This design comes from an exercise in tuning for small area, a short achievable clock period and few clock cycles on the open sky130 flow, not from production work.
Function was checked by simulation only, so behaviour that the tests miss may differ from the original.
Power and IR drop assume default switching activity.

==> flow/design.v <==
module saes_sbox (
    input  wire [3:0] x,
    output wire [3:0] y
);
wire new_n9, new_n10, new_n11, new_n12, new_n13, new_n14, new_n15, new_n16,
    new_n17, new_n18, new_n19, new_n20, new_n21, new_n23, new_n24, new_n25,
    new_n26, new_n27, new_n29, new_n30, new_n32;
    assign new_n9 = (~(x[1]));
    assign new_n10 = (~(new_n9)) | (~(x[2]));
    assign new_n11 = (~(new_n10)) | (~(x[0]));
    assign new_n12 = (~(x[3]));
    assign new_n13 = (~(new_n11)) | (~(new_n12));
    assign new_n14 = (~(new_n13)) | (~(new_n9));
    assign new_n15 = (~(new_n12)) | (~(x[1]));
    assign new_n16 = (~(x[2]));
    assign new_n17 = (~(new_n16)) | (~(x[3]));
    assign new_n18 = (~(new_n15)) | (~(new_n17));
    assign new_n19 = (~(x[0]));
    assign new_n20 = (~(new_n18)) | (~(new_n19));
    assign new_n21 = (~(new_n14)) | (~(new_n20));
    assign y[0]= (~(new_n21));
    assign new_n23 = (~(x[0])&~(new_n10));
    assign new_n24 = (~(new_n20)) | (~(x[3]));
    assign new_n25 = (~(x[1])&~(new_n12));
    assign new_n26 = (~(new_n15));
    assign new_n27 = (~(new_n25)&~(new_n26)) | (~(new_n16));
    assign y[1]= (~(new_n23)&~(new_n24)) | (~(new_n27));
    assign new_n29 = (~(new_n24)) | (~(new_n9));
    assign new_n30 = (~(new_n23)&~(new_n13));
    assign y[2]= (~(new_n29)&~(new_n30)) | (~(new_n16)&~(new_n30));
    assign new_n32 = (~(new_n19)&~(new_n25));
    assign y[3]= (~(new_n27)&(new_n17)) | (~(new_n32)&(new_n17));
endmodule
module saes_sbox1 (
    input  wire       m,
    input  wire [3:0] x,
    output wire [3:0] y
);
    wire [4:0] xm = {m, x};
wire new_n10, new_n11, new_n12, new_n13, new_n14, new_n15, new_n16,
    new_n17, new_n18, new_n19, new_n21, new_n22, new_n23, new_n24, new_n25,
    new_n26, new_n27, new_n28, new_n30, new_n31, new_n32, new_n34, new_n35;
    assign new_n10 = (~(xm[1]));
    assign new_n11 = (~(xm[3]));
    assign new_n12 = (~(xm[2]));
    assign new_n13 = (~(new_n12)) | (~(xm[4]));
    assign new_n14 = (~(new_n12)&~(xm[4])) | (~(xm[0])) | (~(new_n13));
    assign new_n15 = (~(xm[4]));
    assign new_n16 = (~(new_n12)&~(new_n11));
    assign new_n17 = (~(xm[0])&~(new_n16)) | (~(new_n15)&~(new_n16));
    assign new_n18 = (~(new_n10)&~(new_n17));
    assign new_n19 = (~(xm[0])&~(new_n13));
    assign y[0]= ((new_n10)&(new_n11)&(new_n14)) | ((new_n18)) | ((new_n19));
    assign new_n21 = (~(xm[1])&~(new_n12));
    assign new_n22 = (~(xm[0])&~(xm[4]));
    assign new_n23 = (~(new_n10)&~(xm[2]));
    assign new_n24 = (~(xm[0])&~(new_n23)) | (~(xm[4])&~(new_n23));
    assign new_n25 = ((new_n24)) | (~(new_n11));
    assign new_n26 = (~(xm[0])) | (~(new_n12));
    assign new_n27 = (~(new_n15)&~(new_n26)) | (~(xm[3]));
    assign new_n28 = (~(new_n11)&~(new_n18)) | (~(new_n15)&~(new_n18));
    assign y[1]= (~(new_n21)&~(new_n25)&~(new_n23)) | (~(new_n21)&~(new_n25)&~(new_n28)) | (~(new_n21)&~(new_n27)&~(new_n23)) | (~(new_n22)&~(new_n25)&~(new_n23)) | (~(new_n21)&~(new_n27)&~(new_n28)) | (~(new_n22)&~(new_n25)&~(new_n28)) | (~(new_n22)&~(new_n27)&~(new_n23)) | (~(new_n22)&~(new_n27)&~(new_n28));
    assign new_n30 = (~(xm[3])&~(new_n21));
    assign new_n31 = (~(new_n16)&~(new_n30)&~(new_n22));
    assign new_n32 = (~(xm[1])&~(new_n24)) | (~(xm[4])&~(new_n24));
    assign y[2]= (~(new_n22)&~(new_n31)&~(new_n32)) | (~(new_n30)&~(new_n31)&~(new_n32));
    assign new_n34 = (~(xm[0])) | (~(xm[4])) | (~(new_n23));
    assign new_n35 = (~(new_n11)&~(new_n15)) | (~(xm[3])&~(xm[4])) | (~(new_n21));
    assign y[3]= (~(xm[0])&~(new_n28)) | (~(new_n25)) | (~(new_n34)) | (~(new_n35));
endmodule
module saes_sbox2 (
    input  wire       m,
    input  wire [3:0] x,
    output wire [3:0] y
);
    wire [4:0] xm = {m, x};
wire new_n10, new_n11, new_n12, new_n13, new_n14, new_n15, new_n16,
    new_n17, new_n18, new_n19, new_n20, new_n21, new_n22, new_n23, new_n25,
    new_n26, new_n27, new_n28, new_n29, new_n31, new_n32, new_n33, new_n34,
    new_n35, new_n37, new_n38;
    assign new_n10 = (~(xm[0]));
    assign new_n11 = (~(xm[2]));
    assign new_n12 = (~(xm[3]));
    assign new_n13 = (~(xm[4]));
    assign new_n14 = (~(new_n11)&~(new_n13));
    assign new_n15 = (~(new_n11)&~(new_n14)) | (~(new_n12)&~(new_n14));
    assign new_n16 = (~(new_n10)&~(new_n15)) | (~(xm[1]));
    assign new_n17 = (~(xm[2])&~(new_n13));
    assign new_n18 = (~(xm[1])&~(xm[2])) | (~(xm[0])&~(xm[3]));
    assign new_n19 = (~(xm[0])&~(xm[1])) | (~(new_n18));
    assign new_n20 = (~(new_n10)) | (~(new_n11)) | (~(xm[1])) | (~(xm[3]));
    assign new_n21 = (~(xm[0])&~(xm[1]));
    assign new_n22 = (~(new_n17)) | (~(new_n21));
    assign new_n23 = (~(new_n17)&~(new_n19)) | (~(new_n20)) | (~(new_n22));
    assign y[0]= (~(new_n16)&~(new_n23)) | (~(xm[3])&~(new_n23));
    assign new_n25 = (~(xm[1]));
    assign new_n26 = (~(new_n10)&~(new_n25)) | (~(xm[2])) | (~(xm[3]));
    assign new_n27 = (~(new_n26)) | (~(new_n19));
    assign new_n28 = (~(xm[2])&~(new_n25)) | (~(new_n12));
    assign new_n29 = (~(new_n28)&~(xm[4])) | (~(new_n20)&~(xm[4]));
    assign y[1]= (~(xm[2])&~(new_n27)&~(new_n29)) | (~(xm[2])&~(xm[4])&~(new_n29)) | (~(new_n21)&~(new_n27)&~(new_n29)) | (~(new_n21)&~(xm[4])&~(new_n29));
    assign new_n31 = (~(xm[0])&~(xm[3])) | (~(xm[1])&~(xm[3]));
    assign new_n32 = (~(new_n10)&~(new_n15));
    assign new_n33 = (~(new_n15));
    assign new_n34 = (~(xm[0])&~(new_n33));
    assign new_n35 = (~(new_n32)&~(new_n34)) | (~(new_n25));
    assign y[2]= (~(new_n11)&~(new_n31)) | (~(new_n35));
    assign new_n37 = (~(xm[0])&~(xm[3])&~(new_n14));
    assign new_n38 = (~(new_n33)&~(new_n37)) | (~(xm[1])&~(new_n37));
    assign y[3]= (~(new_n26)&~(new_n32)) | (~(new_n38));
endmodule
module saes_gmul (
    input  wire [3:0] a,
    input  wire [3:0] b,
    output wire [3:0] p
);
    wire [3:0] a0 = a;
    wire [3:0] a1 = {a0[2:0], 1'b0} ^ {2'b00, a0[3], a0[3]};
    wire [3:0] a2 = {a1[2:0], 1'b0} ^ {2'b00, a1[3], a1[3]};
    wire [3:0] a3 = {a2[2:0], 1'b0} ^ {2'b00, a2[3], a2[3]};
    assign p = ({4{b[0]}} & a0) ^ ({4{b[1]}} & a1) ^
               ({4{b[2]}} & a2) ^ ({4{b[3]}} & a3);
endmodule
module saes_mul4 (
    input  wire [3:0] a,
    output wire [3:0] p
);
    assign p = {a[1], a[0] ^ a[3], a[2] ^ a[3], a[2]};
endmodule
module saes_mul9 (
    input  wire [3:0] a,
    output wire [3:0] p
);
    assign p = {a[0], a[3], a[2], a[1] ^ a[0]};
endmodule
module saes_mix_col (
    input  wire [15:0] x,
    output wire [15:0] y
);
    wire [3:0] a4, b4, c4, d4;
    saes_mul4 m_a (.a(x[15:12]), .p(a4));
    saes_mul4 m_b (.a(x[11:8]),  .p(b4));
    saes_mul4 m_c (.a(x[7:4]),   .p(c4));
    saes_mul4 m_d (.a(x[3:0]),   .p(d4));
    assign y = {x[15:12] ^ c4, x[11:8] ^ d4, a4 ^ x[7:4], b4 ^ x[3:0]};
endmodule
module saes_mul9_16 (
    input  wire [15:0] x,
    output wire [15:0] y
);
    saes_mul9 m3 (.a(x[15:12]), .p(y[15:12]));
    saes_mul9 m2 (.a(x[11:8]),  .p(y[11:8]));
    saes_mul9 m1 (.a(x[7:4]),   .p(y[7:4]));
    saes_mul9 m0 (.a(x[3:0]),   .p(y[3:0]));
endmodule
module saes_keyexp (
    input  wire [15:0] key,
    output wire [15:0] rk0,
    output wire [15:0] rk1,
    output wire [15:0] rk2,
    output wire [15:0] sb            
);
    wire [7:0] w0 = key[15:8];
    wire [7:0] w1 = key[7:0];
    wire [7:0] t1, t2;
    wire [7:0] w2, w3, w4, w5;
    saes_sbox s1h (.x(w1[3:0]), .y(t1[7:4]));
    saes_sbox s1l (.x(w1[7:4]), .y(t1[3:0]));
    assign w2 = w0 ^ t1 ^ 8'h80;
    assign w3 = w1 ^ w2;
    saes_sbox s2h (.x(w3[3:0]), .y(t2[7:4]));
    saes_sbox s2l (.x(w3[7:4]), .y(t2[3:0]));
    assign w4 = w2 ^ t2 ^ 8'h30;
    assign w5 = w3 ^ w4;
    assign rk0 = {w0, w1};
    assign rk1 = {w2, w3};
    assign rk2 = {w4, w5};
endmodule
module saes_stage (
    input  wire        m,
    input  wire        kz,           
    input  wire [15:0] x,
    input  wire [15:0] key,
    output wire [15:0] y,
    output wire [15:0] mid,
    output wire [15:0] rk1,
    output wire [15:0] rk2,
    output wire [15:0] sb            
);
    wire [15:0] r0, r1, r2, r1m, r1i;
    saes_keyexp u_kx (.key(key), .rk0(r0), .rk1(r1), .rk2(r2));
    saes_mix_col u_mk (.x(r1), .y(r1m));
    saes_mul9_16 u_m9 (.x(r1m), .y(r1i));
    wire [15:0] ka = kz ? 16'h0000 : (m ? r2 : r0);
    wire [15:0] kb = m ? r1i : r1;
    wire [15:0] kc = m ? r0 : r2;
    wire [15:0] a  = x ^ ka;
    wire [15:0] as = {a[15:8], a[3:0], a[7:4]};
    wire [15:0] b, bm, c, cs, d;
    saes_sbox1 b3 (.m(m), .x(as[15:12]), .y(b[15:12]));
    saes_sbox1 b2 (.m(m), .x(as[11:8]),  .y(b[11:8]));
    saes_sbox1 b1 (.m(m), .x(as[7:4]),   .y(b[7:4]));
    saes_sbox1 b0 (.m(m), .x(as[3:0]),   .y(b[3:0]));
    saes_mix_col u_mc (.x(b), .y(bm));
    assign c  = bm ^ kb;
    assign cs = {c[15:8], c[3:0], c[7:4]};
    saes_sbox2 d3 (.m(m), .x(cs[15:12]), .y(d[15:12]));
    saes_sbox2 d2 (.m(m), .x(cs[11:8]),  .y(d[11:8]));
    saes_sbox2 d1 (.m(m), .x(cs[7:4]),   .y(d[7:4]));
    saes_sbox2 d0 (.m(m), .x(cs[3:0]),   .y(d[3:0]));
    assign y   = d ^ kc;
    assign mid = c;
    assign sb  = b;
    assign rk1 = r1;
    assign rk2 = r2;
endmodule
module saes_core (
    input  wire        clk,
    input  wire        rst,      
    input  wire        req,
    input  wire        we,
    input  wire [3:0]  addr,
    input  wire [15:0] wdata,
    output wire        ack,
    output reg  [15:0] rdata
);
    localparam [3:0] A_DIN    = 4'h0;
    localparam [3:0] A_KEY1   = 4'h1;
    localparam [3:0] A_KEY2   = 4'h2;
    localparam [3:0] A_KEY3   = 4'h3;
    localparam [3:0] A_IV     = 4'h4;
    localparam [3:0] A_CMD    = 4'h5;
    localparam [3:0] A_STATUS = 4'h6;
    localparam [3:0] A_DOUT   = 4'h7;
    localparam [3:0] A_R1I    = 4'h8;
    localparam [3:0] A_CHAIN  = 4'h9;
    localparam [3:0] A_RK0    = 4'hA;
    localparam [3:0] A_RK1    = 4'hB;
    localparam [3:0] A_RK2    = 4'hC;
    localparam [3:0] OP_NOP   = 4'h0;
    localparam [3:0] OP_GMUL  = 4'h1;
    localparam [3:0] OP_SUBN  = 4'h2;
    localparam [3:0] OP_ISUBN = 4'h3;
    localparam [3:0] OP_SHROW = 4'h4;
    localparam [3:0] OP_MIXC  = 4'h5;
    localparam [3:0] OP_IMIXC = 4'h6;
    localparam [3:0] OP_KEXP  = 4'h7;
    localparam [3:0] OP_ENC   = 4'h8;
    localparam [3:0] OP_DEC   = 4'h9;
    localparam [3:0] OP_CBCI  = 4'hA;
    localparam [3:0] OP_CBCE  = 4'hB;
    localparam [3:0] OP_CBCD  = 4'hC;
    reg [15:0] din, key1, key2, key3, iv;
    reg [7:0]  cmd_code;
    reg        cv;
    reg [1:0]  ecode;
    reg        eany;
    reg [15:0] dout, r1i, chain, rk0;
    reg        dv, rv, kv;           
    reg        md_dec, md_cbc;       
    reg [1:0]  md_v;
    reg [1:0]  stg;                  
    reg [15:0] s;                    
    reg        pend;                 
    reg        rkv;                  
    reg        pm;                   
    wire rd_rk12 = !we && (addr == A_RK1 || addr == A_RK2) && !rkv;
    wire rkx     = req && !pend && rd_rk12;
    assign ack = req & ~pend & ~rd_rk12;
    wire acc    = req & ~pend;
    wire acc_wr = acc & we;
    wire [7:0] code    = wdata[7:0];
    wire [3:0] opc     = code[7:4];
    wire [1:0] var_sel = code[3:2];
    reg legal;
    always @(*) begin
        legal = 1'b0;
        if (code[1:0] == 2'b00) begin
            case (opc)
                OP_NOP, OP_GMUL, OP_SUBN, OP_ISUBN, OP_SHROW,
                OP_MIXC, OP_IMIXC, OP_KEXP, OP_CBCI:
                    legal = (var_sel == 2'b00);
                OP_ENC, OP_DEC, OP_CBCE, OP_CBCD:
                    legal = (var_sel != 2'b11);
                default:
                    legal = 1'b0;
            endcase
        end
    end
    wire needs_chain = (opc == OP_CBCE) || (opc == OP_CBCD);
    wire is_cipher   = (opc == OP_ENC) || (opc == OP_DEC) || needs_chain;
    wire run_ok      = legal && !(needs_chain && !cv);
    wire c_dec       = (opc == OP_DEC) || (opc == OP_CBCD);
    wire [3:0] md_opc = md_dec ? (md_cbc ? OP_CBCD : OP_DEC) : (md_cbc ? OP_CBCE : OP_ENC);
    wire hit = (code[7:2] == {md_opc, md_v}) && ((md_v == 2'b00) || (stg == 2'd2));
    wire acc_cmd = acc_wr && (addr == A_CMD);
    reg       mP;
    reg [1:0] ksel;                  
    always @(*) begin
        case (stg)
            2'd2: begin
                mP   = md_dec ? (md_v == 2'b01) : (md_v == 2'b10);
                ksel = (md_dec && md_v == 2'b01) ? 2'd0 : 2'd1;
            end
            2'd3: begin
                mP   = md_dec;
                ksel = md_dec ? 2'd0 : 2'd2;
            end
            default: begin
                mP   = pm ? cmd_code[4] : md_dec;
                ksel = md_dec ? md_v : 2'd0;
            end
        endcase
    end
    reg [15:0] keyP;
    always @(*) begin
        if (rkx)
            keyP = rk0;
        else case (ksel)
            2'd1:    keyP = key2;
            2'd2:    keyP = key3;
            default: keyP = key1;
        endcase
    end
    wire [15:0] base = ((md_v == 2'b00) || pend) ? din : wdata;
    wire [15:0] xP   = (stg != 2'd1) ? s : (base ^ ((md_cbc && !md_dec && !pm) ? chain : 16'h0000));
    wire [15:0] yP, midP, rk1x, rk2x, sbP;
    saes_stage u_p (.m(mP), .kz(pm), .x(xP), .key(keyP), .y(yP), .mid(midP), .rk1(rk1x), .rk2(rk2x), .sb(sbP));
    wire [15:0] sb2P = {sbP[14:12], sbP[15], sbP[10:8], sbP[11], sbP[6:4], sbP[7], sbP[2:0], sbP[3]}
                     ^ {2'b00, sbP[15], 1'b0, 2'b00, sbP[11], 1'b0, 2'b00, sbP[7], 1'b0, 2'b00, sbP[3], 1'b0};
    wire [15:0] sbsel = cmd_code[4] ? sb2P : sbP;
    wire [15:0] subn_res = {sbsel[15:8], sbsel[3:0], sbsel[7:4]};
    wire last   = (stg == {1'b0, md_v[1]} + {1'b0, md_v != 2'b00} + 2'd1);    
    wire commit = pend ? (last && !pm) : (acc_cmd && run_ok && is_cipher && hit && !md_v[1]);
    wire step   = pend ? !last : (acc_cmd && run_ok && is_cipher && hit && md_v[1]);
    wire [3:0]  gmul_res;
    wire [15:0] mixc_res, imixc_res;
    saes_gmul    u_gmul  (.a(din[7:4]), .b(din[3:0]), .p(gmul_res));
    saes_mix_col u_mixc  (.x(din), .y(mixc_res));
    saes_mul9_16 u_imixc (.x(mixc_res), .y(imixc_res));
    reg [15:0] prim_res;
    always @(*) begin
        case (opc)
            OP_GMUL:  prim_res = {12'h000, gmul_res};
            OP_SHROW: prim_res = {din[15:8], din[3:0], din[7:4]};
            OP_MIXC:  prim_res = mixc_res;
            default:  prim_res = imixc_res;
        endcase
    end
    wire is_prim = (opc == OP_GMUL) || (opc == OP_SHROW) || (opc == OP_MIXC) || (opc == OP_IMIXC);
    wire is_sub  = (opc == OP_SUBN) || (opc == OP_ISUBN);
    always @(posedge clk) begin
        if (rst) begin
            din      <= 16'h0000;
            key1     <= 16'h0000;
            key2     <= 16'h0000;
            key3     <= 16'h0000;
            iv       <= 16'h0000;
            cmd_code <= 8'h00;
            cv       <= 1'b0;
            ecode    <= 2'b00;
            eany     <= 1'b0;
            dv       <= 1'b0;
            rv       <= 1'b0;
            kv       <= 1'b0;
            md_dec   <= 1'b0;
            md_cbc   <= 1'b1;
            md_v     <= 2'b00;
            stg      <= 2'd1;
            pend     <= 1'b0;
            rkv      <= 1'b0;
            pm       <= 1'b0;
        end else begin
            if (acc_wr) begin
                case (addr)
                    A_DIN:  din  <= wdata;
                    A_KEY1: key1 <= wdata;
                    A_KEY2: key2 <= wdata;
                    A_KEY3: key3 <= wdata;
                    A_IV:   iv   <= wdata;
                    default: ;
                endcase
            end
            rkv <= rkx;
            if (acc_cmd) begin
                cmd_code <= code;
                if (!legal) begin
                    ecode <= 2'b01;
                    eany  <= 1'b1;
                end else if (needs_chain && !cv) begin
                    ecode <= 2'b10;
                    eany  <= 1'b1;
                end else begin
                    ecode <= 2'b00;
                    if (is_prim || is_sub)
                        dv <= 1'b1;
                    if (is_sub) begin
                        pm   <= 1'b1;
                        pend <= 1'b1;
                    end
                    if (opc == OP_KEXP)
                        kv <= 1'b1;
                    if (opc == OP_CBCI) begin
                        cv <= 1'b1;
                        if (md_cbc && !md_dec)
                            md_dec <= 1'b1;
                    end
                    if (is_cipher && !hit) begin
                        md_dec <= c_dec;
                        md_cbc <= needs_chain;
                        md_v   <= var_sel;
                        pend   <= 1'b1;
                    end
                    if (is_cipher && hit && md_v[1])
                        pend   <= 1'b1;
                end
            end
            if (commit) begin
                dv <= 1'b1;
                if (!md_dec && !md_cbc && md_v == 2'b00)
                    rv <= 1'b1;
            end
            if (pend) begin
                if (pm) begin
                    pend <= 1'b0;
                    pm   <= 1'b0;
                end else if (last) begin
                    pend <= 1'b0;
                    stg  <= 2'd1;
                end else begin
                    stg  <= stg + 2'd1;
                end
            end else if (acc_wr) begin
                if (step)
                    stg <= 2'd3;
                else if (addr == A_DIN && md_v != 2'b00 && stg == 2'd1)
                    stg <= 2'd2;
                else
                    stg <= 2'd1;
            end else if (rkx) begin
                stg <= 2'd1;
            end
        end
    end
    always @(posedge clk) begin
        if (rkx)
            s <= addr[2] ? rk2x : rk1x;
        else if (stg == 2'd1 || step)
            s <= yP;
        if (commit) begin
            dout <= yP ^ ((md_dec && md_cbc) ? chain : 16'h0000);
            if (md_cbc)
                chain <= md_dec ? din : yP;
            if (!md_dec && !md_cbc && md_v == 2'b00)
                r1i <= midP;
        end else if (pend && pm) begin
            dout <= subn_res;
        end else if (acc_cmd && run_ok && is_prim) begin
            dout <= prim_res;
        end
        if (acc_cmd && run_ok) begin
            if (opc == OP_KEXP)
                rk0 <= key1;
            if (opc == OP_CBCI)
                chain <= iv;
        end
    end
    always @(*) begin
        case (addr)
            A_DIN:    rdata = din;
            A_KEY1:   rdata = key1;
            A_KEY2:   rdata = key2;
            A_KEY3:   rdata = key3;
            A_IV:     rdata = iv;
            A_CMD:    rdata = {8'h00, cmd_code};
            A_STATUS: rdata = {12'h000, eany, ecode, cv};
            A_DOUT:   rdata = dv ? dout : 16'h0000;
            A_R1I:    rdata = rv ? r1i : 16'h0000;
            A_CHAIN:  rdata = cv ? chain : 16'h0000;
            A_RK0:    rdata = kv ? rk0 : 16'h0000;
            A_RK1:    rdata = kv ? s : 16'h0000;
            A_RK2:    rdata = kv ? s : 16'h0000;
            default:  rdata = 16'h0000;
        endcase
    end
endmodule
==> flow/flow/run.sh <==
#!/bin/bash
# Layout flow:
#  1. the standard synthesis, with only the ABC mapping script changed
#     (flow/synth_custom.tcl, flow/abc_custom.script);
set -euo pipefail
W=$PWD
export FLOW_ABC_SCRIPT=$W/flow/abc_custom.script
sed "s#SYNTH_SCRIPT=[^ ]*#SYNTH_SCRIPT=$W/flow/synth_custom.tcl#" standard.sh > custom.sh
grep -q "SYNTH_SCRIPT=$W/flow/synth_custom.tcl" custom.sh
bash custom.sh synth > synth.log 2>&1
bash custom.sh \
  BUFFER_PORTS_ARGS="-buffer_cell sky130_fd_sc_hd__buf_2" \
  SETUP_SLACK_MARGIN=10.5 \
  finish > layout.log 2>&1
==> flow/flow/abc_custom.script <==
strash
dch
amap
topo
stime -c
buffer -c
upsize -c
dnsize -c
==> flow/flow/synth_custom.tcl <==
# The standard synthesis script (synth_recipe.tcl), with one change: the
# ABC technology-mapping script is replaced by flow/abc_custom.script (area
# mapping with amap, which maps XOR logic to XOR cells). Everything else,
# including the flip-flop mapping, is the standard synthesis.
proc synth {args} { yosys synth -nofsm -noshare {*}$args }
proc my_swap_abc_script {name1 name2 op} {
  global abc_args
  set i [lsearch -exact $abc_args -script]
  if {$i >= 0} { lset abc_args [expr {$i + 1}] $::env(FLOW_ABC_SCRIPT) }
}
trace add variable ::abc_args write my_swap_abc_script
source $::env(SCRIPTS_DIR)/synth.tcl
# left out here: clear keep_hierarchy, flatten, clean up, hide names made inside functions, write 1_2_yosys.v
==> flow/standard.sh <==
#!/bin/bash
# synth_recipe.tcl (not shown) runs the flow's synth.tcl, then flattens the netlist and writes it again
# the make line also repeats each setting of config.mk as NAME=value (left out here)
make -C /OpenROAD-flow-scripts/flow DESIGN_CONFIG=/design/flow/config.mk WORK_HOME=/design/flow/orfs CLKGATE_MAP_FILE= SYNTH_SCRIPT=/design/flow/synth_recipe.tcl "${@:-finish}"
==> flow/config.mk <==
export PLATFORM = sky130hd
export DESIGN_NAME = saes_core
export DESIGN_NICKNAME = saes_core
export VERILOG_FILES = /design/flow/design.v
export SDC_FILE = /design/flow/constraint.sdc
export NUM_CORES = 4
export LEC_CHECK = 0
export CAP_MARGIN = 20
export CORE_MARGIN = 2
export CORE_UTILIZATION = 40
export SLEW_MARGIN = 20
==> flow/constraint.sdc <==
create_clock -name core_clock -period 20.0 [get_ports {clk}]
set_input_delay 4.0000 -clock core_clock [delete_from_list [all_inputs] [get_ports {clk}]]
set_output_delay 4.0000 -clock core_clock [all_outputs]
set_load 0.01 [all_outputs]
==> results of run 1 <==
## routing by layer
| metal | track usage | up-vias |
|---|---|---|
| li1 | - | 7633 |
| met1 | 0.502 | 8560 |
| met2 | 0.606 | 1502 |
| met3 | 0.122 | 414 |
| met4 | 0.263 | 8 |
| met5 | 0 | - |
## through the flow
step	instances	instance area (um^2)	util
4_1_cts	2561	19200	0.571
6_report	2645	20600	0.614
3_5_place_dp	2278	14600	0.435
2_1_floorplan	1869	14000	-
5_1_grt	2642	20600	0.614
3_3_place_gp	2278	14600	0.435
## state kept, by name, indices dropped and copies added (netlist names), 2 cells and up
register / flops
iv: 16
key2: 16
r1i: 16
dout: 16
rk0: 16
key3: 16
stg: 2
s: 16
key1: 16
md_v: 2
din: 16
chain: 16
ecode: 2
cmd_code: 8
## placed cells by master (no fill, tap or decap), types with 10 or more instances in the layout
cell / count
inv_1: 133
buf_12: 13
o221ai_2: 12
clkinv_1: 14
o21ai_2: 24
nor3_1: 20
o22ai_4: 36
nor2_1: 241
a31oi_1: 13
a21oi_1: 115
inv_4: 16
a21oi_2: 42
edfxtp_1: 64
ha_1: 10
nor2_4: 25
nor3_2: 15
o22ai_2: 21
buf_6: 80
nand2_1: 117
a22oi_1: 47
nand2_2: 10
buf_2: 30
o21ai_4: 18
o21ai_1: 19
nor2_2: 45
a221oi_1: 39
o22ai_1: 153
a221oi_2: 11
inv_2: 53
clkbuf_16: 18
dfxtp_1: 120
o221ai_1: 25
a21oi_4: 35
buf_4: 269
o21ai_0: 86
## area by class of cell
cell class	count	area (um^2)
clock inverter	13	143
inverter	221	920
tap	448	561
antenna	3	7.51
clock buffer	19	454
multi-input combinational	1354	10600
timing repair buffer	400	3510
fill	2790	12900
timing repair inverter	3	37.5
sequential	184	4320
## report_power, final
| group | internal [mW] | total [mW] | switching, mW |
|---|---|---|---|
| clock | 0.186 | 0.362 | 0.176 |
| sequential | 0.427 | 0.446 | 0.0191 |
| combinational | 0.715 | 1.56 | 0.843 |
## repair_timing
item	4_1_cts	5_1_grt
endpoints found under the setup margin	81	80
gates resized for setup	399	158
setup buffers	246	80
hold buffers	0	0
pin swaps	177	84
gates cloned	5	1
## path summary, 6_finish.rpt
kind,start,to,slack [ns],cells past startpoint
max,addr[2],dout[0],8.34,50
min,key1[14],rk0[14],0.44,0
max reg2reg,stg[0],dout[0],9.73,49
min reg2reg,key1[14],rk0[14],0.44,0
## worst register-to-register path: cells and delay by family, from the launching register on
| kind | cells | cell delay, ns |
|---|---|---|
| AOI/OAI and AO/OA | 21 | 5.00 |
| and+or+nand+nor | 15 | 1.73 |
| buffers and inverters | 10 | 1.58 |
| adders and majority gates | 2 | 1.03 |
| DFF | 1 | 0.41 |
| xor gates and xnor gates | 1 | 0.23 |
## cell families after synthesis
logic type | share of synthesized area
xor gates and xnor gates | 0.00183
DFF | 0.317
AOI/OAI and AO/OA | 0.414
adders and majority gates | 0.0156
buffers and inverters | 0.0939
and+or+nand+nor | 0.158
==> out/metrics.cfg, run 1 <==
[cells_and_area]
area_growth_pct = 50.8
drive_above_1_share = 0.411
nNetsFinal = 2222

[sta]
fin_crit_ns = 11.66
worstMarginPinSlew_ns = 1.00
finalMaxSlewViolations = 0
clock_skew_ns = 0.0184
hold_viol = 0
fmax_mhz = 85.7
setup_violations = 0
finalWorstSetupSlack_ns = 8.34
rsz0062_at_grt = yes
finalSetupTns_ns = 0
min_period_over_period = 0.583
fin_hold_ws_ns = 0.440
slew_headroom = 0.325

[drt]
drt_iter0_drc = 2696
dr.pass1.iters = 10
wl_um = 75500
wl_per_cell_um = 28.5
wl_met3_um = 10300
post-route-drc-count = 0
ant_nets = 0
routed_via_density = 6.85
met2_length_um = 31600
dr_total_vias = 18100
top_layer = met5
met1_length_um = 27100

[clocking]
numCtsBuffers = 17
cts-root-buf = clkbuf_16
cts_tree = yes
clk_latency_ns = 0.46
clock_sinks = 184
cts.htree.levels = 4
cts_buffer_depth = 2
path_clk_slew_ns = 0.08

[worst_setup_path]
crit_type = input pin to register
max_stage_delay_ns = 0.36
critPathRequiredTime_ns = 20.19
cp_max_fo = 6
cp.arrival_ns = 11.85
crit_top_cell = nor2_1
path_delay_family = compound AO/OA/AOI/OAI gates
cp-end-kind = register
critPathBufInv = 13
startpoint_type = input pin
critPathSlowestCell = o32a_1

[logic_synthesis]
synth_edf_count = 64
synth_fp_nets = 1910
synth_top_area_cell = dfxtp_1
synth_top_cell_area_share = 0.176
syn_avg_cell_area_um2 = 7.30
synth_seq_cells = 184
synth_most_common_cell = nor2_1
synth_area_um2 = 13600
synth_ff_type = dfxtp_1
ys_warn_count = 1
synth_cell_types = 77
async_flop_share = 0
netlist_top_cells_count = 303 x nor2_1, 193 x o22ai_1, 166 x a21oi_1, 158 x inv_1, 130 x nand2_1
ys_seq_area_frac = 0.317
yosys-top-cells-area = dfxtp_1 18%, edfxtp_1 14%, o22ai_1 8.8%
synth_cells = 1869

[global_routing]
grt_max_degree = 68
overflow = 0
grt_pass1_vias = 17000
antenna_found_initial = 6
track_usage = 0.404
grt_pass1_wl_um = 108000

[floorplanning]
start_util = 0.407
core_area_um2 = 33500
core.rowCount = 67
die_w_um = 189
die_y_um = 189
die_area_um2 = 35600
num_io_pins = 41

[run_status]
outcome = finished clean

[placed_design]
hpwl_um = 49000
portBuffers = 40
place_congestion = 1.03
place_ws_ns = 5.11

[power_and_ir_drop]
finalPower_mw = 2.37
p_leak_nw = 7.31
power_density_nw_per_um2 = 115
vdd_ir_drop_max_uv = 80.1

[run]
cap_viol_max_count = 0

[worst_hold_path]
hold_path_class = register to register

Testbench counts, summed over its fixed seeds: cycles 59,491.
==> inputs of run 2 (changes only) <==
--- a/flow/flow/run.sh
+++ b/flow/flow/run.sh
@@ -11,4 +11,4 @@
 bash custom.sh \
   BUFFER_PORTS_ARGS="-buffer_cell sky130_fd_sc_hd__buf_2" \
-  SETUP_SLACK_MARGIN=10.5 \
+  SETUP_SLACK_MARGIN=12 \
   finish > layout.log 2>&1
==> run 2 against run 1 <==
  * Largest cell class unchanged
  * Clock skew up 0.0049 ns
  * First-iteration DRC count down 3.4%
  * Global-route usage down 1.1 points
  * Design area up 0.15%
  * Total power down 2.1%
  * Still clean
==> out/metrics.cfg, run 2 <==
[sta]
worstMarginPinSlew_ns = 1.07  ; +0.0695 ns
fmax_mhz = 85.3  ; -0.48%
setup_violations = 0  ; unchanged
hold_viol = 0  ; unchanged
fin_hold_ws_ns = 0.432  ; -0.00877 ns
clock_skew_ns = 0.0233  ; +0.00490 ns
finalMaxSlewViolations = 0  ; unchanged
min_period_over_period = 0.586  ; +0.00282
rsz0062_at_grt = yes
slew_headroom = 0.286  ; -0.0393
finalSetupTns_ns = 0  ; unchanged
finalWorstSetupSlack_ns = 8.28  ; -0.0564 ns
fin_crit_ns = 11.72  ; +0.0564 ns

[drt]
routed_via_density = 6.85  ; about the same
top_layer = met5
wl_per_cell_um = 28.6  ; +0.17%
met1_length_um = 27500  ; +1.6%
ant_nets = 0  ; unchanged
drt_iter0_drc = 2603  ; -3.4%
post-route-drc-count = 0  ; unchanged
dr.pass1.iters = 6  ; -4
dr_total_vias = 18200  ; +0.35%
met2_length_um = 32300  ; +2.1%
wl_met3_um = 9630  ; -6.9%
wl_um = 75900  ; +0.52%

[logic_synthesis]
netlist_top_cells_count = 303 x nor2_1, 193 x o22ai_1, 166 x a21oi_1, 158 x inv_1, 130 x nand2_1
synth_top_area_cell = dfxtp_1
synth_fp_nets = 1910  ; unchanged
ys_seq_area_frac = 0.317  ; unchanged
synth_seq_cells = 184  ; unchanged
synth_ff_type = dfxtp_1
synth_cell_types = 77  ; unchanged
synth_cells = 1869  ; unchanged
syn_avg_cell_area_um2 = 7.30  ; unchanged
synth_area_um2 = 13600  ; unchanged
synth_edf_count = 64  ; unchanged
yosys-top-cells-area = dfxtp_1 18%, edfxtp_1 14%, o22ai_1 8.8%
synth_most_common_cell = nor2_1
ys_warn_count = 1  ; unchanged
synth_top_cell_area_share = 0.176  ; unchanged
async_flop_share = 0  ; unchanged

[placed_design]
place_congestion = 1.01  ; -2.1%
place_ws_ns = 5.23  ; +0.114 ns
portBuffers = 40  ; unchanged
hpwl_um = 48600  ; -0.73%
placed_cell_area_um2 = 14600  ; about the same
dp_cells = 2277  ; -0.044%

[clocking]
cts_buffer_depth = 2  ; unchanged
cts-root-buf = clkbuf_16
cts_hold_buffers = 0  ; unchanged
cts.htree.levels = 4  ; unchanged
path_clk_slew_ns = 0.09  ; about the same
clock_sinks = 184  ; unchanged
cts_tree = yes
numCtsBuffers = 17  ; unchanged
clk_latency_ns = 0.46  ; about the same

[cells_and_area]
layout_commonest_cell = buf_4
n_antenna_cell = 0  ; -3
area_growth_pct = 51.1
final_cell_mix = 292 x buf_4, 247 x nor2_1, 155 x o22ai_1, 135 x inv_1, 120 x dfxtp_1
instances_no_fill = 2654  ; +0.34%
fin_util = 0.615  ; +0.000895
final_area_um2 = 20600  ; +0.15%
nNetsFinal = 2234  ; +0.54%
drive_above_1_share = 0.411  ; -0.000423

[worst_setup_path]
critPathRequiredTime_ns = 20.20  ; about the same
rr_worst_depth = 50  ; +2.0%
critPathSlowestCell = o22ai_1
startpoint_type = input pin
crit_end = dout[12]
r2r_start = stg[0]
reg2reg_slack_ns = 9.73  ; about the same
startpoint = addr[0]
max_stage_delay_ns = 0.80  ; +0.44 ns
cp.arrival_ns = 11.92  ; +0.07 ns
cp_max_fo = 6  ; unchanged
crit_type = input pin to register
cp-end-kind = register
r2r_end = dout[12]

[power_and_ir_drop]
finalPower_mw = 2.31  ; -2.1%
vdd_ir_drop_max_uv = 59.7  ; -25%
power_density_nw_per_um2 = 112  ; -2.3%
p_leak_nw = 7.35  ; +0.65%

[global_routing]
grt_pass1_vias = 16300  ; -3.8%
grt_max_degree = 68  ; unchanged
grt_pass1_wl_um = 105000  ; -3.0%
overflow = 0  ; unchanged
antenna_found_initial = 2  ; -4
track_usage = 0.393  ; -0.0109

[floorplanning]
core.rowCount = 67  ; unchanged
die_area_um2 = 35600  ; unchanged
die_w_um = 189  ; unchanged
start_util = 0.407  ; unchanged
core_area_um2 = 33500  ; unchanged
die_y_um = 189  ; unchanged
num_io_pins = 41  ; unchanged

[run_status]
outcome = finished clean

[run]
cap_viol_max_count = 0  ; unchanged

[worst_hold_path]
hold_path_class = register to register
hold_start = key1[11]

run 2: worst min-delay path by stage:
stage	end	slack (ns)	depth (start not counted)
2_1_floorplan	rk0[10]	0.41	0
3_3_place_gp	rk0[6]	0.41	0
3_5_place_dp	rk0[10]	0.41	0
4_1_cts	rk0[11]	0.42	0
5_1_grt	rk0[11]	0.43	0
6_report	rk0[11]	0.43	0
run 2: layout make-up:
cell class                      instances  area (um^2)
Multi-Input combinational cell       1355        10600
Timing Repair inverter                  2         21.3
Clock inverter                         15          209
Sequential cell                       184         4320
Timing Repair Buffer                  412         3530
Fill cell                            2847        12900
Clock buffer                           17          425
Inverter                              221          935
Tap cell                              448          561
run 2: power breakdown:
| part | leakage, nW | internal [mW] | switching (mW) |
|---|---|---|---|
| Clock | 0.305 | 0.183 | 0.190 |
| Sequential | 1.57 | 0.427 | 0.0202 |
| Combinational | 5.48 | 0.671 | 0.824 |
run 2: what timing repair did:
item                                    CTS  global route
resized for setup                       332           193
gates cloned                              5             1
pin swaps                               138           151
endpoints found under the setup margin  168            97
setup buffers                           215           124
run 2: cells by family (layout without fill, tap and decap cells):
logic type / Yosys count / after routing / share of synthesized area
AOI/OAI and AO/OA: 813 / 813 / 0.414
and+or+nand+nor: 522 / 523 / 0.158
buffers and inverters: 331 / 667 / 0.0939
DFF: 184 / 184 / 0.317
adders and majority gates: 17 / 17 / 0.0156
xor gates and xnor gates: 2 / 2 / 0.00183
run 2: routing by layer:
layer | GRT usage | up-vias
met4 | 0.233 | 2
met5 | 0 | -
met2 | 0.604 | 1500
li1 | - | 7641
met1 | 0.511 | 8611
met3 | 0.0797 | 426
run 2: worst max-delay path, delay by kind of cell:
kind | cells | cell delay (ns)
AOI/OAI and AO/OA | 19 | 4.24
buffers and inverters | 14 | 2.09
and+or+nand+nor | 11 | 1.56
==> inputs of run 3 (changes only) <==
--- a/flow/design.v
+++ b/flow/design.v
@@ -263,9 +263,9 @@
     reg [15:0] s;                    
     reg        pend;                 
-    reg        rkv;                  
+    reg [3:0]  pa;                   
     reg        pm;                   
-    wire rd_rk12 = !we && (addr == A_RK1 || addr == A_RK2) && !rkv;
-    wire rkx     = req && !pend && rd_rk12;
-    assign ack = req & ~pend & ~rd_rk12;
+    wire parr = (pa == A_RK1) || (pa == A_RK2);
+    wire rd_hit = (addr == pa);
+    assign ack = req & ~pend & (we | rd_hit);
     wire acc    = req & ~pend;
     wire acc_wr = acc & we;
@@ -293,5 +293,5 @@
     wire c_dec       = (opc == OP_DEC) || (opc == OP_CBCD);
     wire [3:0] md_opc = md_dec ? (md_cbc ? OP_CBCD : OP_DEC) : (md_cbc ? OP_CBCE : OP_ENC);
-    wire hit = (code[7:2] == {md_opc, md_v}) && ((md_v == 2'b00) || (stg == 2'd2));
+    wire hit = (code[7:2] == {md_opc, md_v}) && ((md_v == 2'b00) || (stg == 2'd2)) && !parr;
     wire acc_cmd = acc_wr && (addr == A_CMD);
     reg       mP;
@@ -315,5 +315,5 @@
     reg [15:0] keyP;
     always @(*) begin
-        if (rkx)
+        if (parr)
             keyP = rk0;
         else case (ksel)
@@ -369,5 +369,5 @@
             stg      <= 2'd1;
             pend     <= 1'b0;
-            rkv      <= 1'b0;
+            pa       <= A_DOUT;
             pm       <= 1'b0;
         end else begin
@@ -382,5 +382,26 @@
                 endcase
             end
-            rkv <= rkx;
+            if (req && !pend && !we) begin
+                if (!rd_hit)
+                    pa <= addr;
+                else case (addr)
+                    A_DOUT:  pa <= (cmd_code == 8'h80) ? A_R1I : A_CHAIN;
+                    A_R1I:   pa <= A_STATUS;
+                    A_CHAIN: pa <= A_STATUS;
+                    A_STATUS: pa <= A_DOUT;
+                    A_RK0:   pa <= A_RK1;
+                    A_RK1:   pa <= A_RK2;
+                    default: ;
+                endcase
+            end else if (acc_cmd) begin
+                if (!run_ok)
+                    pa <= A_STATUS;
+                else if (is_prim || is_sub || is_cipher)
+                    pa <= A_DOUT;
+                else if (opc == OP_KEXP)
+                    pa <= A_RK0;
+                else
+                    pa <= A_STATUS;
+            end
             if (acc_cmd) begin
                 cmd_code <= code;
@@ -434,17 +455,13 @@
                 if (step)
                     stg <= 2'd3;
-                else if (addr == A_DIN && md_v != 2'b00 && stg == 2'd1)
+                else if (addr == A_DIN && md_v != 2'b00 && stg == 2'd1 && !parr)
                     stg <= 2'd2;
                 else
                     stg <= 2'd1;
-            end else if (rkx) begin
-                stg <= 2'd1;
             end
         end
     end
     always @(posedge clk) begin
-        if (rkx)
-            s <= addr[2] ? rk2x : rk1x;
-        else if (stg == 2'd1 || step)
+        if (stg == 2'd1 || step)
             s <= yP;
         if (commit) begin
@@ -467,5 +484,5 @@
     end
     always @(*) begin
-        case (addr)
+        case (pa)
             A_DIN:    rdata = din;
             A_KEY1:   rdata = key1;
@@ -479,6 +496,6 @@
             A_CHAIN:  rdata = cv ? chain : 16'h0000;
             A_RK0:    rdata = kv ? rk0 : 16'h0000;
-            A_RK1:    rdata = kv ? s : 16'h0000;
-            A_RK2:    rdata = kv ? s : 16'h0000;
+            A_RK1:    rdata = kv ? rk1x : 16'h0000;
+            A_RK2:    rdata = kv ? rk2x : 16'h0000;
             default:  rdata = 16'h0000;
         endcase
--- a/flow/flow/run.sh
+++ b/flow/flow/run.sh
@@ -11,4 +11,4 @@
 bash custom.sh \
   BUFFER_PORTS_ARGS="-buffer_cell sky130_fd_sc_hd__buf_2" \
-  SETUP_SLACK_MARGIN=12 \
+  SETUP_SLACK_MARGIN=10.5 \
   finish > layout.log 2>&1
==> run 3 against run 2 <==
  * Register-to-register slack better by 1.0 ns
  * Critical path type is now register to output pin
  * Worst setup slack better by 2.0 ns
  * Worst hold slack better by 0.047 ns
  * Largest power group unchanged
  * Largest cell class unchanged
  * Synthesized cell count up 0.54%
  * Clock skew down 0.0071 ns
==> out/metrics.cfg, run 3 <==
[floorplanning]
start_util = 0.407  ; about the same
core_area_um2 = 33700  ; +0.50%
core.rowCount = 67  ; unchanged
die_y_um = 189  ; +0.28%
die_w_um = 189  ; +0.28%
num_io_pins = 41  ; unchanged
die_area_um2 = 35800  ; +0.56%

[logic_synthesis]
synth_top_cell_area_share = 0.179  ; +0.00338
ys_warn_count = 1  ; unchanged
synth_top_area_cell = dfxtp_1
synth_fa_ha_area_frac = 0.0155  ; -0.0000881
synth-compound-area-share = 0.412  ; -0.00225
synth_area_um2 = 13700  ; +0.57%
ys_seq_area_frac = 0.319  ; +0.00258
synth_cells = 1879  ; +0.54%
syn_avg_cell_area_um2 = 7.31  ; about the same
muxShareOfSynthArea = 0  ; unchanged
yosys.area_share.simple = 0.150  ; -0.00755
synth_cell_types = 72  ; -6.5%
synth_edf_count = 64  ; unchanged
synth_fp_nets = 1920  ; +0.52%
synth_most_common_cell = nor2_1
synth_top_family_by_area = compound AO/OA/AOI/OAI gates
yosys-top-cells-area = dfxtp_1 18%, edfxtp_1 14%, nor2_1 9.0%
synth_seq_cells = 187  ; +1.6%
synth_xor_area_frac = 0.00191  ; +0.0000808
synth_ff_type = dfxtp_1
async_flop_share = 0  ; unchanged
netlist_top_cells_count = 330 x nor2_1, 199 x inv_1, 164 x a21oi_1, 159 x o22ai_1, 123 x dfxtp_1

[global_routing]
grt_pass1_vias = 14200  ; -13%
overflow = 0  ; unchanged
grt_max_degree = 68  ; unchanged
track_usage = 0.350  ; -0.0432
grt_pass1_wl_um = 93000  ; -11%
antenna_found_initial = 1  ; -1

[placed_design]
place_congestion = 1.07  ; +6.2%
hpwl_um = 46700  ; -4.0%
portBuffers = 40  ; unchanged
placed_cell_area_um2 = 14300  ; -1.9%

[sta]
finalSetupTns_ns = 0  ; unchanged
setup_violations = 0  ; unchanged
worstMarginPinSlew_ns = 1.06  ; -0.00725 ns
fmax_mhz = 103  ; +21%
hold_viol = 0  ; unchanged
min_period_over_period = 0.486  ; -0.100
finalMaxSlewViolations = 0  ; unchanged
fin_crit_ns = 9.72  ; -2.00 ns
rsz0062_at_grt = yes
clock_skew_ns = 0.0161  ; -0.00714 ns
slew_headroom = 0.288  ; +0.00221

[cells_and_area]
layout_commonest_cell = nor2_1
nNetsFinal = 2013  ; -9.9%
area_growth_pct = 23.3
final_area_um2 = 16900  ; -18%
fin_util = 0.502  ; -0.113
final_cell_mix = 312 x nor2_1, 185 x inv_1, 143 x o22ai_1, 139 x a21oi_1, 119 x dfxtp_1
drive_above_1_share = 0.248  ; -0.162

[worst_setup_path]
critPathRequiredTime_ns = 16.00  ; -4.20 ns
critPathSlowestCell = dfxtp_4
startpoint_type = register
max_stage_delay_ns = 0.39  ; -0.41 ns
cp.arrival_ns = 5.72  ; -6.20 ns
crit_type = register to output pin
cp-end-kind = output pin
cp_max_fo = 8  ; +2

[worst_hold_path]
hold_path_class = register to register

[clocking]
cts_buffer_depth = 2  ; unchanged
numCtsBuffers = 17  ; unchanged
clk_latency_ns = 0.48  ; +0.02 ns
clock_sinks = 187  ; +1.6%
cts_tree = yes
cts_hold_buffers = 0  ; unchanged
cts-root-buf = clkbuf_16
cts.htree.levels = 4  ; unchanged
path_clk_slew_ns = 0.08  ; about the same

[power_and_ir_drop]
p_leak_nw = 5.95  ; -19%
power_density_nw_per_um2 = 119  ; +5.7%
finalPower_mw = 2.01  ; -13%
vdd_ir_drop_max_uv = 77.3  ; +29%

[drt]
wl_um = 65900  ; -13%
routed_via_density = 6.72  ; -1.9%
post-route-drc-count = 0  ; unchanged
wl_per_cell_um = 27.1  ; -5.3%
dr_total_vias = 16400  ; -10%
dr.pass1.iters = 8  ; +2
ant_nets = 0  ; unchanged
drt_iter0_drc = 2783  ; +6.9%

[run]
cap_viol_max_count = 0  ; unchanged

[run_status]
outcome = finished clean

-- run 3: cell count changes in the layout (fill, tap and decap cells not counted), sizes merged, moves of 8 or more --
cell and delta:
buf -243, a221oi -15, clkinv -14, nor3 -14, o21ai +8, a22oi -13, nand2 -39, nor2 +28
o22ai -34, a222oi +12, o221a +10, inv +65
-- run 3: repair_timing --
action / CTS / global route
buffers inserted: 72 / 32
pin swaps: 43 / 48
resized for setup: 109 / 119
cloned: 2 / 0
setup endpoints to repair: 81 / 55
-- run 3: final cells by class --
cell class                      instances  area [um^2]
Fill cell                            3271        16800
Multi-Input combinational cell       1325         9050
Sequential cell                       187         4400
Timing Repair Buffer                  167         1240
Inverter                              272         1070
Tap cell                              448          561
Clock buffer                           18          439
Clock inverter                         14          151
Timing Repair inverter                  2         12.5
Antenna cell                            1         2.50
-- run 3: stage by stage --
| step | worst slack, ns | hold WS [ns] | std cells |
|---|---|---|---|
| floorplan | 10.58 | 0.431 | 1879 |
| global placement | 8.43 | 0.456 | 2295 |
| detailed placement | 8.24 | 0.467 | 2295 |
| CTS | 10.40 | 0.477 | 2401 |
| global route | 10.13 | 0.508 | 2433 |
| finish | 10.28 | 0.479 | 2434 |
-- run 3: worst paths after layout --
kind                                  start     endpoint  slack [ns]  cells past startpoint
worst min-delay path            cmd_code[1]  cmd_code[1]        0.48                      2
worst max register to register       stg[0]      dout[6]       10.77                     57
worst min register to register  cmd_code[1]  cmd_code[1]        0.48                      2
worst max-delay path                 stg[0]     rdata[7]       10.28                     32
-- run 3: logic make-up after synthesis --
group,Yosys count
flops,187
fa+ha+maj,17
simple gates,497
xor+xnor,3
buf+inv,367
compound gates,808
-- run 3: power breakdown --
group	total [mW]	leakage, nW	switching, mW	internal (mW)
Clock	0.364	0.292	0.183	0.181
Combinational	1.18	4.03	0.791	0.386
Sequential	0.467	1.64	0.0124	0.455
Total	2.01	5.95	0.986	1.02
-- run 3: routing by layer --
layer | part of all wire | track usage
met5 | 0 | 0
met4 | 0.054 | 0.155
met3 | 0.13 | 0.0888
met2 | 0.43 | 0.519
met1 | 0.39 | 0.479
-- run 3: critical path, delay by kind of cell, from the launching register on --
kind | cells | cell delay, ns
AOI/OAI and AO/OA | 12 | 2.04
adders and majority gates | 2 | 0.54
buffers and inverters | 10 | 1.30
DFF | 1 | 0.39
and+or+nand+nor | 8 | 0.97
Testbench counts of run 3, summed over its fixed seeds: cycles 59,713.
==> inputs of run 4 (changes only) <==
==> flow/flow/run.sh (replaced) <==
#!/bin/bash
# Layout flow: the standard synthesis unchanged, then the standard ORFS
# layout with buf_2 port buffers instead of delay cells, and timing repair
# asked for extra setup margin. Constraints and clock are the standard flow's.
set -euo pipefail
bash standard.sh synth > synth.log 2>&1
bash standard.sh \
  BUFFER_PORTS_ARGS="-buffer_cell sky130_fd_sc_hd__buf_2" \
  SETUP_SLACK_MARGIN=10.5 \
  finish > layout.log 2>&1
--- a/flow/config.mk
+++ b/flow/config.mk
@@ -6,4 +6,5 @@
 export NUM_CORES = 4
 export LEC_CHECK = 0
+export ABC_AREA = 1
 export CAP_MARGIN = 20
 export CORE_MARGIN = 2
removed: flow/flow/abc_custom.script
removed: flow/flow/synth_custom.tcl
==> run 4 against run 3 <==
  * Still clean on timing, DRC and antenna
  * Utilization fell by 5.4 points
  * Non-clock buffer count fell by 74
  * Combinational power grew 13%
==> out/metrics.cfg, run 4 <==
[worst_setup_path]
cp.arrival_ns = 5.29  ; -0.43 ns
max_stage_delay_ns = 0.38  ; about the same
critPathRequiredTime_ns = 16.00  ; about the same
cp-end-kind = output pin
crit_type = register to output pin
critPathSlowestCell = dfxtp_4
startpoint_type = register
cp_max_fo = 9  ; +1

[global_routing]
track_usage = 0.338  ; -0.0124
overflow = 0  ; unchanged
grt_max_degree = 99  ; +46%
grt_pass1_vias = 16200  ; +15%
grt_pass1_wl_um = 104000  ; +12%
antenna_found_initial = 0  ; -1

[drt]
wl_per_cell_um = 23.1  ; -15%
dr.pass1.iters = 6  ; -2
ant_nets = 0  ; unchanged
wl_um = 71500  ; +8.5%
routed_via_density = 5.82  ; -13%
drt_iter0_drc = 2176  ; -22%
dr_total_vias = 18000  ; +10%
post-route-drc-count = 0  ; unchanged

[logic_synthesis]
ys_warn_count = 1  ; unchanged
async_flop_share = 0  ; unchanged
synth_seq_cells = 187  ; unchanged
synth_most_common_cell = nand2_1
synth_cell_types = 62  ; -14%
muxShareOfSynthArea = 0  ; unchanged
synth-compound-area-share = 0.206  ; -0.206
synth_ff_type = dfxtp_1
yosys.area_share.simple = 0.371  ; +0.220
synth_area_um2 = 16200  ; +18%
yosys-top-cells-area = nand2_1 17%, dfxtp_1 15%, edfxtp_1 12%
synth_top_family_by_area = simple AND/OR/NAND/NOR gates
netlist_top_cells_count = 735 x nand2_1, 242 x inv_1, 204 x a21oi_1, 202 x nand3_1, 202 x o21ai_0
ys_seq_area_frac = 0.271  ; -0.0486
synth_edf_count = 64  ; unchanged
synth_fa_ha_area_frac = 0.0131  ; -0.00236
synth_top_area_cell = nand2_1
syn_avg_cell_area_um2 = 6.36  ; -13%
synth_fp_nets = 2588  ; +35%
synth_xor_area_frac = 0.0492  ; +0.0472
synth_top_cell_area_share = 0.170  ; -0.00895
synth_cells = 2547  ; +36%

[placed_design]
hpwl_um = 55100  ; +18%
portBuffers = 40  ; unchanged
place_ws_ns = 10.03  ; +1.79 ns
place_congestion = 0.999  ; -6.6%

[clocking]
cts_buffer_depth = 2  ; unchanged
numCtsBuffers = 17  ; unchanged
clk_latency_ns = 0.47  ; about the same
cts.htree.levels = 4  ; unchanged
cts_tree = yes
path_clk_slew_ns = 0.08  ; about the same
clock_sinks = 187  ; unchanged
cts-root-buf = clkbuf_16
cts_hold_buffers = 0  ; unchanged

[cells_and_area]
drive_above_1_share = 0.144  ; -0.104
nFillCells = 4245  ; +30%
n_antenna_cell = 0  ; -1
final_cell_mix = 732 x nand2_1, 239 x inv_1, 204 x a21oi_1, 202 x o21ai_0, 200 x nand3_1
layout_commonest_cell = nand2_1
nNetsFinal = 2601  ; +29%
fin_util = 0.448  ; -0.0538
area_growth_pct = 10.3

[sta]
fin_crit_ns = 9.29  ; -0.429 ns
slew_headroom = 0.173  ; -0.116
clock_skew_ns = 0.0139  ; -0.00228 ns
hold_viol = 0  ; unchanged
min_period_over_period = 0.464  ; -0.0215
finalWorstSetupSlack_ns = 10.71  ; +0.429 ns
finalSetupTns_ns = 0  ; unchanged
finalMaxSlewViolations = 0  ; unchanged
worstMarginPinSlew_ns = 1.24  ; +0.174 ns
setup_violations = 0  ; unchanged
rsz0062_at_grt = yes
fmax_mhz = 108  ; +4.6%

[floorplanning]
die_w_um = 205  ; +8.4%
start_util = 0.406  ; -0.000832
die_area_um2 = 42100  ; +18%
core.rowCount = 73  ; +9.0%
core_area_um2 = 39800  ; +18%
die_y_um = 205  ; +8.4%
num_io_pins = 41  ; unchanged

[worst_hold_path]
hold_path_class = register to register

[power_and_ir_drop]
vdd_ir_drop_max_uv = 61.8  ; -20%
power_density_nw_per_um2 = 121  ; +2.1%
p_leak_nw = 7.96  ; +34%

[run]
cap_viol_max_count = 0  ; unchanged

[run_status]
outcome = finished clean

## run 4: power breakdown
part	total (mW)	leakage (nW)	switching, mW	internal, mW
clock network	0.362	0.304	0.185	0.177
registers	0.470	1.64	0.0145	0.456
logic	1.33	6.02	0.929	0.402
## run 4: final timing paths
| check | from | end | slack [ns] | cells past startpoint |
|---|---|---|---|---|
| worst max register to register | stg[0] | dout[10] | 12.82 | 48 |
| worst max-delay path | stg[0] | rdata[11] | 10.71 | 31 |
| worst min register to register | ecode[1] | ecode[1] | 0.48 | 2 |
| worst min-delay path | ecode[1] | ecode[1] | 0.48 | 2 |
## run 4: through the flow
step | cells | total power [mW] | hold WS, ns | cell area (um^2)
after floorplan | 2547 | 1.45 | 0.425 | 16200
after global placement | 3043 | 1.75 | 0.447 | 16900
after detailed placement | 3043 | 1.76 | 0.462 | 16900
after CTS | 3082 | 2.13 | 0.474 | 17600
after global routing | 3098 | 2.33 | 0.491 | 17900
final | 3098 | 2.16 | 0.476 | 17900
## run 4: cells by family (layout without fill, tap and decap cells)
family	Yosys count	after routing
and+or+nand+nor	1315	1315
AOI/OAI and AO/OA	574	574
buffers and inverters	376	402
DFF	187	187
xor gates and xnor gates	78	78
adders and majority gates	17	17
## run 4: area by class of cell
class | count | area [um^2] | area share
multi-input combinational | 1984 | 10500 | 0.590
inverter | 277 | 1050 | 0.0588
tap | 525 | 657 | 0.0368
clock inverter | 14 | 166 | 0.00932
sequential | 187 | 4390 | 0.246
clock buffer | 18 | 450 | 0.0252
timing repair buffer | 93 | 609 | 0.0341
## run 4: what timing repair did
action                                  in CTS  in global routing
endpoints found under the setup margin      16                  8
gates resized for setup                     12                 28
buffers inserted                             7                 16
pin swaps                                    3                 10
## run 4: per-layer routing
metal | vias up | global-route usage | part of all wire
met5 | - | 0 | 0
met1 | 8435 | 0.468 | 0.43
met2 | 950 | 0.521 | 0.43
met3 | 149 | 0.0453 | 0.088
li1 | 8502 | - | -
met4 | 0 | 0.155 | 0.049
## run 4: critical path, delay by kind of cell, from the launching register on
kind                       cells  cell delay (ns)
AOI/OAI and AO/OA              5             1.04
adders and majority gates      4             1.00
buffers and inverters          7             0.68
DFF                            1             0.38
and+or+nand+nor               15             1.68
==> inputs of run 5 (changes only) <==
--- a/flow/design.v
+++ b/flow/design.v
@@ -264,7 +264,12 @@
     reg        pend;                 
     reg [3:0]  pa;                   
+    reg        pav;                  
     reg        pm;                   
-    wire parr = (pa == A_RK1) || (pa == A_RK2);
-    wire rd_hit = (addr == pa);
+    wire ld1  = (pa == A_RK0 && pav) || (pa == A_RK1 && !pav);
+    wire ld2  = (pa == A_RK1 && pav) || (pa == A_RK2 && !pav);
+    wire parr = ld1 || ld2;
+    wire hold = (pa == A_RK1 || pa == A_RK2) && pav;    
+    wire rd_hit = (addr == pa) && pav;
+    wire ldrk   = pav ? (req && !pend && !we && rd_hit) : 1'b1;
     assign ack = req & ~pend & (we | rd_hit);
     wire acc    = req & ~pend;
@@ -370,4 +375,5 @@
             pend     <= 1'b0;
             pa       <= A_DOUT;
+            pav      <= 1'b1;
             pm       <= 1'b0;
         end else begin
@@ -382,8 +388,10 @@
                 endcase
             end
+            pav <= 1'b1;
             if (req && !pend && !we) begin
-                if (!rd_hit)
-                    pa <= addr;
-                else case (addr)
+                if (!rd_hit) begin
+                    pa  <= addr;
+                    pav <= !(addr == A_RK1 || addr == A_RK2) || (addr == pa && !pav);
+                end else case (addr)
                     A_DOUT:  pa <= (cmd_code == 8'h80) ? A_R1I : A_CHAIN;
                     A_R1I:   pa <= A_STATUS;
@@ -394,4 +402,9 @@
                     default: ;
                 endcase
+            end else if (acc_wr && !acc_cmd) begin
+                if (pa == A_RK0 || pa == A_RK1 || pa == A_RK2) begin
+                    pa  <= A_DOUT;
+                    pav <= 1'b1;
+                end
             end else if (acc_cmd) begin
                 if (!run_ok)
@@ -463,5 +476,9 @@
     end
     always @(posedge clk) begin
-        if (stg == 2'd1 || step)
+        if (parr) begin
+            if (ldrk)
+                s <= ld1 ? rk1x : rk2x;
+        end else if (hold && !acc_wr) begin
+        end else if (stg == 2'd1 || step)
             s <= yP;
         if (commit) begin
@@ -496,6 +513,6 @@
             A_CHAIN:  rdata = cv ? chain : 16'h0000;
             A_RK0:    rdata = kv ? rk0 : 16'h0000;
-            A_RK1:    rdata = kv ? rk1x : 16'h0000;
-            A_RK2:    rdata = kv ? rk2x : 16'h0000;
+            A_RK1:    rdata = kv ? s : 16'h0000;
+            A_RK2:    rdata = kv ? s : 16'h0000;
             default:  rdata = 16'h0000;
         endcase
==> flow/flow/run.sh (replaced) <==
#!/bin/bash
# Layout flow:
#  1. the standard synthesis, with only the ABC mapping script changed
#     (flow/synth_custom.tcl, flow/abc_custom.script);
set -euo pipefail
W=$PWD
export FLOW_ABC_SCRIPT=$W/flow/abc_custom.script
sed "s#SYNTH_SCRIPT=[^ ]*#SYNTH_SCRIPT=$W/flow/synth_custom.tcl#" standard.sh > custom.sh
grep -q "SYNTH_SCRIPT=$W/flow/synth_custom.tcl" custom.sh
bash custom.sh synth > synth.log 2>&1
bash custom.sh \
  BUFFER_PORTS_ARGS="-buffer_cell sky130_fd_sc_hd__buf_2" \
  SETUP_SLACK_MARGIN=11 \
  finish > layout.log 2>&1
==> flow/flow/abc_custom.script (new file) <==
strash
dch
amap
topo
stime -c
buffer -c
upsize -c
dnsize -c
==> flow/flow/synth_custom.tcl (new file) <==
# The standard synthesis script (synth_recipe.tcl), with one change: the
# ABC technology-mapping script is replaced by flow/abc_custom.script (area
# mapping with amap, which maps XOR logic to XOR cells). Everything else,
# including the flip-flop mapping, is the standard synthesis.
proc synth {args} { yosys synth -nofsm -noshare {*}$args }
proc my_swap_abc_script {name1 name2 op} {
  global abc_args
  set i [lsearch -exact $abc_args -script]
  if {$i >= 0} { lset abc_args [expr {$i + 1}] $::env(FLOW_ABC_SCRIPT) }
}
trace add variable ::abc_args write my_swap_abc_script
source $::env(SCRIPTS_DIR)/synth.tcl
# left out here: clear keep_hierarchy, flatten, clean up, hide names made inside functions, write 1_2_yosys.v
--- a/flow/config.mk
+++ b/flow/config.mk
@@ -6,7 +6,6 @@
 export NUM_CORES = 4
 export LEC_CHECK = 0
-export ABC_AREA = 1
 export CAP_MARGIN = 20
 export CORE_MARGIN = 2
-export CORE_UTILIZATION = 40
+export CORE_UTILIZATION = 55
 export SLEW_MARGIN = 20
==> run 5 against run 4 <==
  * Worst hold slack worse by 0.040 ns
  * Cell count down 22%
  * Largest power group unchanged
  * Utilization up 26 points
  * Global-route usage up 14 points
==> out/metrics.cfg, run 5 <==
[run_status]
outcome = finished clean

[logic_synthesis]
synth_edf_count = 64  ; unchanged
netlist_top_cells_count = 337 x nor2_1, 187 x a21oi_1, 176 x o22ai_1, 161 x inv_1, 136 x o21ai_0
synth_ff_type = dfxtp_1
synth_seq_cells = 188  ; +0.53%
synth_top_area_cell = dfxtp_1
synth_top_cell_area_share = 0.179  ; +0.00834
async_flop_share = 0  ; unchanged
synth_cells = 1913  ; -25%
ys_seq_area_frac = 0.317  ; +0.0463
synth_fp_nets = 1954  ; -24%
synth_area_um2 = 13900  ; -14%
syn_avg_cell_area_um2 = 7.26  ; +14%
ys_warn_count = 1  ; unchanged
synth_most_common_cell = nor2_1
yosys-top-cells-area = dfxtp_1 18%, edfxtp_1 14%, nor2_1 9.1%
synth_cell_types = 75  ; +21%

[clocking]
path_clk_slew_ns = 0.09  ; about the same
clk_latency_ns = 0.46  ; about the same
cts_buffer_depth = 2  ; unchanged
cts_hold_buffers = 0  ; unchanged
numCtsBuffers = 17  ; unchanged
cts_tree = yes
clock_sinks = 188  ; +0.53%
cts-root-buf = clkbuf_16
cts.htree.levels = 4  ; unchanged

[sta]
worstMarginPinSlew_ns = 1.33  ; +0.0952 ns
fin_crit_ns = 9.01  ; -0.277 ns
finalSetupTns_ns = 0  ; unchanged
slew_headroom = 0.104  ; -0.0682
rsz0062_at_grt = yes
clock_skew_ns = 0.0158  ; +0.00195 ns
setup_violations = 0  ; unchanged
finalWorstSetupSlack_ns = 10.99  ; +0.277 ns
min_period_over_period = 0.451  ; -0.0139
hold_viol = 0  ; unchanged
finalMaxSlewViolations = 0  ; unchanged
fmax_mhz = 111  ; +3.1%

[floorplanning]
start_util = 0.556  ; +0.150
num_io_pins = 41  ; unchanged
die_y_um = 163  ; -21%
core.rowCount = 58  ; -21%
die_w_um = 163  ; -21%
die_area_um2 = 26500  ; -37%
core_area_um2 = 25000  ; -37%

[worst_setup_path]
cp_max_fo = 6  ; -3
cp-end-kind = register
cp.arrival_ns = 9.19  ; +3.90 ns
critPathSlowestCell = dfxtp_4
rr_worst_depth = 51  ; +6.3%
critPathRequiredTime_ns = 20.17  ; +4.17 ns
startpoint_type = register
max_stage_delay_ns = 0.39  ; about the same
crit_type = register to register
crit_top_cell = inv_2

[drt]
wl_um = 68400  ; -4.4%
dr_total_vias = 17900  ; -1.0%
drt_iter0_drc = 3495  ; +61%
dr.pass1.iters = 9  ; +3
ant_nets = 0  ; unchanged
post-route-drc-count = 0  ; unchanged
routed_via_density = 7.39  ; +27%
wl_per_cell_um = 28.3  ; +23%

[cells_and_area]
layout_commonest_cell = nor2_1
nFillCells = 2027  ; -52%
area_growth_pct = 28.0
final_area_um2 = 17800  ; -0.49%
n_antenna_cell = 0  ; unchanged
final_cell_mix = 310 x nor2_1, 178 x buf_4, 154 x o22ai_1, 149 x a21oi_1, 139 x inv_1
nNetsFinal = 2114  ; -19%
instances_no_fill = 2416  ; -22%
drive_above_1_share = 0.283  ; +0.139

[global_routing]
overflow = 0  ; unchanged
grt_pass1_wl_um = 94000  ; -10%
track_usage = 0.475  ; +0.137
grt_max_degree = 61  ; -38%
grt_pass1_vias = 14800  ; -8.8%
antenna_found_initial = 0  ; unchanged

[power_and_ir_drop]
p_leak_nw = 6.39  ; -20%
finalPower_mw = 2.63  ; +22%
vdd_ir_drop_max_uv = 228  ; +270%
power_density_nw_per_um2 = 148  ; +22%

[worst_hold_path]
whs_path_depth = 0  ; -2
hold_path_class = register to register

[placed_design]
dp_cells = 2217  ; -27%
place_congestion = 1.05  ; +4.9%
portBuffers = 40  ; unchanged
place_ws_ns = 8.05  ; -1.98 ns
hpwl_um = 46300  ; -16%
placed_cell_area_um2 = 14400  ; -15%

[run]
cap_viol_max_count = 0  ; unchanged

==> run 5: cell families (layout without fill, tap and decap cells) <==
family          after synthesis  after routing  share of synthesized area
compound gates              852            852                      0.419
simple gates                533            533                      0.160
buf+inv                     322            495                     0.0885
flops                       188            188                      0.317
fa+ha+maj                    17             17                     0.0153
xor+xnor                      1              1                   0.000631
==> run 5: what timing repair did <==
action,CTS,global route
endpoints found under the setup margin,65,69
cloned,0,1
buffers inserted,78,88
pin swaps,21,75
resized for setup,115,223
==> run 5: layout make-up <==
class	instances	area, um^2	share of cell area
Sequential cell	188	4410	0.248
Tap cell	330	413	0.0232
Clock buffer	18	429	0.0242
Inverter	222	926	0.0521
Multi-Input combinational cell	1403	9590	0.540
Clock inverter	14	144	0.00810
Timing Repair Buffer	241	1850	0.104
==> run 5: path summary, 6_finish.rpt <==
check | endpoint | start | slack (ns)
setup / recovery | dout[15] | stg[0] | 10.99
hold / removal | rk0[14] | key1[14] | 0.44
setup reg to reg | dout[15] | stg[0] | 10.99
hold reg to reg | rk0[14] | key1[14] | 0.44
==> run 5: metal layers <==
metal,share of wire,global-route usage,vias to the layer above,routed length [um]
met5,0,0,-,0
met4,0.079,0.234,0,5430
met3,0.16,0.174,428,11000
met2,0.40,0.683,1711,27400
met1,0.36,0.627,8198,24600
li1,-,-,7514,-
==> run 5: metrics by stage <==
| stage | hold WS [ns] | util |
|---|---|---|
| 3_3_place_gp | 0.415 | 0.577 |
| 5_1_grt | 0.451 | 0.712 |
| 2_1_floorplan | 0.408 | - |
| 3_5_place_dp | 0.427 | 0.577 |
| 4_1_cts | 0.435 | 0.644 |
| 6_report | 0.436 | 0.712 |
==> run 5: power breakdown <==
part           internal, mW  leakage [nW]  switching, mW
registers             0.464          1.61         0.0313
logic                 0.680          4.50           1.11
clock network         0.167         0.282          0.177
==> run 5: critical path: cells and delay by family (launching register included) <==
family | cells | cell delay [ns]
compound gates | 23 | 4.22
fa+ha+maj | 4 | 0.97
buf+inv | 13 | 1.82
flops | 1 | 0.39
simple gates | 11 | 1.27
Testbench counts of run 5, summed over its fixed seeds: cycles 59,727.

[separate check: timing with driven ports]
Ports are ideal in the flow. The routed layouts listed here were re-timed in OpenROAD. Step 1: set_driving_cell puts a clkbuf_16 on clk and a buf_2 on each other input, an assumption about the parent block. Step 2 times the ports against the registers' clock, not the clock port: input delays grow and output delays shrink by t, the midpoint of the rising clock arrivals with the driver on. a / b / c = ideal ports / drivers / drivers and shift; a / b = the first two.
run | shift t [ns] | slack for setup (ns)
run 1 | 0.495 | 8.336 / 8.198 / 7.703
run 2 | 0.495 | 8.280 / 8.131 / 7.636
run 3 | 0.516 | 10.282 / 10.233 / 10.328
run 4 | 0.515 | 10.712 / 10.659 / 11.048
run 5 | 0.498 | 10.989 / 10.989 / 10.547
After both steps setup and hold are still met in every run listed.
